From an optimization exercise on the open Yosys and OpenROAD flow, aimed at small area, a short achievable clock period and few clock cycles per item; shortcuts taken in it are not production practice. In this exercise RTL edits were held to simulation tests only and were not proved equivalent to the original. Power and IR drop assume default switching activity.

Design hdu_plane_dec, start of the top module:
module hdu_plane_dec (
    input  wire        clk,
    input  wire        rst,           
    input  wire        tab_we,
    input  wire [4:0]  tab_addr,      
    input  wire [4:0]  tab_len,
    input  wire [15:0] tab_code,
    input  wire        start,
    input  wire [15:0] cfg_cols,
    input  wire [15:0] cfg_rows,
    input  wire [23:0] cfg_psize,     
    input  wire [15:0] cfg_seed,
    input  wire        in_valid,
    input  wire [7:0]  in_data,
    output wire        in_ready,
    output wire        out_valid,
    output wire [15:0] out_sample,
    input  wire        out_ready,
    output reg         done,
    output reg  [3:0]  err_cause,
    output reg  [2:0]  err_sub,
    output reg  [26:0] pos
);
    localparam NTAB = 20;
    localparam C_NONE  = 4'd0, C_TRUNC = 4'd3, C_TABLE = 4'd4, C_STREAM = 4'd5;
    localparam T_LEAF_ON_PATH = 3'd1, T_INTERNAL_AT_LEAF = 3'd2, T_DUPLICATE = 3'd3,
               T_BAD_LENGTH   = 3'd4, T_NO_SENTINEL      = 3'd5;
    localparam S_UNDEF_LEAF = 3'd1, S_ABSENT = 3'd2, S_BAD_SIZE = 3'd3,
               S_OVERFLOW   = 3'd4, S_BAD_SEED = 3'd5;
    localparam ST_IDLE = 3'd0,
               ST_CHK  = 3'd1,    
               ST_RDB  = 3'd2,    
               ST_RDL  = 3'd3,    
               ST_RCK  = 3'd4,    
               ST_RUN  = 3'd5,    
               ST_SER  = 3'd6,    
               ST_END  = 3'd7;    
    localparam K_SENT = 3'd0;
    reg [2:0]  state;
    reg [4:0]  tlen  [0:NTAB-1];
    reg [15:0] tcode [0:NTAB-1];
    reg        wq_we;
    reg [4:0]  wq_addr;
    reg [4:0]  wq_len;
    reg [39:0] buf_q;
    reg [5:0]  cnt;
    wire [15:0] win   = buf_q[39:24];
    wire [31:0] top32 = buf_q[39:8];
    reg [4:0]  chk_next;
    reg        evt;
    reg [2:0]  evt_kind;
    reg [4:0]  t;             
    reg [4:0]      wl;        
    reg [4:0]      vi;        
    reg            vo;
    reg        seed_ok, empty;
    reg [15:0] cols, col, rowrem;
    reg [23:0] rem;           
    reg        rem_z;         
    reg [7:0]  ib;            
    reg        ib_v;
    reg        e_big, e_tr, e_ser;
    reg [4:0]  lsel_q;
    reg        s2_valid;
    reg [15:0] s2_v;          
    reg [4:0]  s2_s;
    reg [5:0]  s2_c;
    reg        s2_seedp;
    reg        s2_top;        
  ...
clock: 11.0 ns
lec_check: 0
cap_margin: 20
core_margin: 2
core_utilization: 40
setup_slack_margin: 5
slew_margin: 20
run.sh (not shown) runs the stock make flow with config.mk's settings and CLKGATE_MAP_FILE= SYNTH_SCRIPT=/design/flow/synth_recipe.tcl, a recipe that flattens the netlist after the stock synthesis.
Testbench counts at the start, summed over its fixed seeds: cycles 18,543, samples 16,047.
Then changed:
--- a/flow/design.v
+++ b/flow/design.v
@@ -50,22 +50,20 @@
     reg        evt;
     reg [2:0]  evt_kind;
     reg [4:0]  t;             
     reg [4:0]      wl;        
     reg [4:0]      vi;        
     reg            vo;
     reg        seed_ok, empty;
     reg [15:0] cols, col, rowrem;
     reg [23:0] rem;           
     reg        rem_z;         
-    reg [7:0]  ib;            
-    reg        ib_v;
     reg        e_big, e_tr, e_ser;
     reg [4:0]  lsel_q;
     reg        s2_valid;
     reg [15:0] s2_v;          
     reg [4:0]  s2_s;
     reg [5:0]  s2_c;
     reg        s2_seedp;
     reg        s2_top;        
     reg [5:0]  pc;            
     reg        halt;          
@@ -115,65 +113,62 @@
         end
     end
     wire mchk = wq_we || (state == ST_RCK);
     wire [4:0] idx = wq_we ? wq_addr : chk_next;
     wire [2:0] ck_kind = (wq_len == 5'd0)  ? K_SENT :
                          (wq_len > 5'd16)  ? T_BAD_LENGTH :
                          (lsel < wq_len)   ? T_LEAF_ON_PATH :
                          (lsel == wq_len)  ? T_DUPLICATE : T_INTERNAL_AT_LEAF;
     wire       ck_evt  = (wq_len == 5'd0) || (wq_len > 5'd16) || any_hit;
     reg [5:0]  csel;
-    reg        ok_c;
     reg [5:0]  ck;
     always @(*) begin
         csel = 6'd0;
-        ok_c = 1'b0;
         for (k = 0; k < NTAB; k = k + 1) begin
             ck   = {1'b0, tlen[k]} + k;
             csel = csel | (hit[k] ? ck : 6'd0);
-            if (k <= 16)
-                ok_c = ok_c | (hit[k] && (ck <= cnt));
         end
     end
     wire [5:0] c      = csel;
     wire       big    = hit[17] | hit[18] | hit[19];
+    wire       ok_c   = any_hit && !big && (c <= cnt);
     wire       ok_l   = any_hit && ({1'b0, lsel} <= cnt);
-    wire       exhausted = rem_z && !ib_v;
+    wire       exhausted = rem_z;
     wire       last_col  = (col == cols);
     wire       last1     = last_col && (rowrem == 16'd1);
     wire [63:0] vsh   = {32'd0, top32} << c;
     wire [15:0] v_raw = vsh[47:32];
     wire        v_top = (ssel != 5'd0) && top32[5'd31 - lsel];
     wire [15:0] s_mask = ~(16'hffff << s2_s);
     wire [16:0] x      = s2_top ? {1'b0, s2_v & s_mask} : {1'b1, s2_v | ~s_mask};
     wire [15:0] pred   = s2_seedp ? 16'd512 : o_sample;
     wire [17:0] sum    = {2'b00, pred} + {x[16], x} + {17'd0, ~s2_top};
     wire        ovf    = sum[17:16] != 2'b00;
     wire s3_free = !o_valid || out_ready;
     wire s2_go   = s2_valid && s3_free && !halt;
     wire s2_free = !s2_valid || s3_free;
     wire fire = (state == ST_RUN) && ok_c && s2_free;
     wire go_ok = seed_ok && evt && (evt_kind == K_SENT) && !empty && (chk_next != 5'd0);
-    wire merge = ib_v && (cnt <= 6'd32);
     assign in_ready = !rem_z &&
-                      (((state == ST_RUN) && (!ib_v || (cnt <= 6'd32))) ||
+                      (((state == ST_RUN) && (cnt <= 6'd32)) ||
                        ((state == ST_CHK) && !wq_we && go_ok));
     wire take = in_ready && in_valid;
+    wire merge = take && (state == ST_RUN);
     reg [39:0] pre;
     integer j, b;
     always @(*) begin
         pre = buf_q;
         for (j = 0; j < 40; j = j + 1)
             for (b = 0; b < 8; b = b + 1)
                 if (32 - j + b >= 0 && 32 - j + b <= 32)
                     if (merge && cnt == 32 - j + b)
-                        pre[j] = pre[j] | ib[b];
+                        pre[j] = pre[j] | in_data[b];
     end
     wire [39:0] shifted = pre << c;
     wire end_ready = !o_valid || out_ready;
     wire [26:0] pos_step = halt     ? ~{21'd0, pc} + 27'd1 :
                            s2_valid ? {21'd0, s2_c} : {22'd0, t};
     wire [26:0] pos_next = pos + pos_step;
     always @(posedge clk) begin
         if (wq_we) begin
             tlen[wq_addr]  <= wq_len;
             tcode[wq_addr] <= buf_q[23:8];
@@ -216,25 +211,20 @@
             if (!any_hit)
                 buf_q[39 - t] <= 1'b1;
         end else if (state == ST_RUN) begin
             buf_q <= fire ? shifted : pre;
             cnt   <= fire ? cnt + (merge ? 6'd8 : 6'd0) - c : cnt + (merge ? 6'd8 : 6'd0);
         end
         if (take) begin
             rem   <= rem - 24'd1;
             rem_z <= (rem == 24'd1);
         end
-        if (state == ST_RUN && take) begin
-            ib   <= in_data;
-            ib_v <= 1'b1;
-        end else if (merge && state == ST_RUN)
-            ib_v <= 1'b0;
         wq_we   <= tab_we && (tab_addr < NTAB) && (state == ST_IDLE);
         if (state == ST_IDLE) begin
             wq_addr <= tab_addr;
             wq_len  <= tab_len;
         end
         if (state == ST_IDLE && tab_we) begin
             wl <= tab_len;
             vi <= tab_addr; vo <= 1'b0;
         end
         if (mchk && (idx <= chk_next)) begin
@@ -243,21 +233,20 @@
             chk_next <= ck_evt ? idx : idx + 5'd1;
         end
         case (state)
         ST_IDLE: begin
             if (start) begin
                 cols    <= cfg_cols;
                 rowrem  <= cfg_rows;
                 col     <= 16'd1;
                 rem     <= cfg_psize;
                 rem_z   <= (cfg_psize == 24'd0);
-                ib_v    <= 1'b0;
                 cnt     <= 6'd0;
                 seed_ok <= (cfg_seed == 16'd512);
                 empty   <= (cfg_rows == 16'd0) || (cfg_cols == 16'd0);
                 pos     <= 27'd0;
                 state   <= ST_CHK;
             end
         end
         ST_CHK: begin
             if (!wq_we) begin
                 if (!seed_ok) begin
Core utilization went up by 3.0 points.
Critical path depth grows by 9.
Sequential cell count falls by 9.
Design area went up by about 1.8%.
Synthesized cell count decreases by 4.2%.
Fmax drops by about 0.4%.
Total power is about the same.
Routed wire length shrinks by about 4%.
Setup slack is worse by 0.025 ns.
Sequential power went down by about 3%.
Combinational power came out higher by 2.9%.
Testbench counts after the change, summed over its fixed seeds: cycles 18,469, samples 16,047.

## separate check: timing with driven ports
Ports are ideal in the flow. The routed layouts listed here were re-timed in OpenROAD. Step 1, drivers: a clkbuf_16 drives clk and a buf_2 each remaining input, both assumed. Step 2 adds t to the input delays and takes it off the output delays; t is the mean of the earliest and latest rising clock arrival at the registers after step 1. Input paths then give back, and output paths get back, about the clock's delay inside the block. Slacks: ideal ports / drivers / drivers and shift; pairs: ideal ports / drivers.
run	shift t [ns]	slack for setup (ns)	hold WS [ns]
the first run	0.755	4.902 / 4.902 / 4.902	0.493 / 0.493 / 0.493
the second run	0.746	4.877 / 4.877 / 4.247	0.458 / 0.458 / 0.458
After both steps setup and hold are still met in every run listed. The setup slack of the second run, which loses most, moves by 0.000 ns with the drivers and by -0.630 ns with both steps.
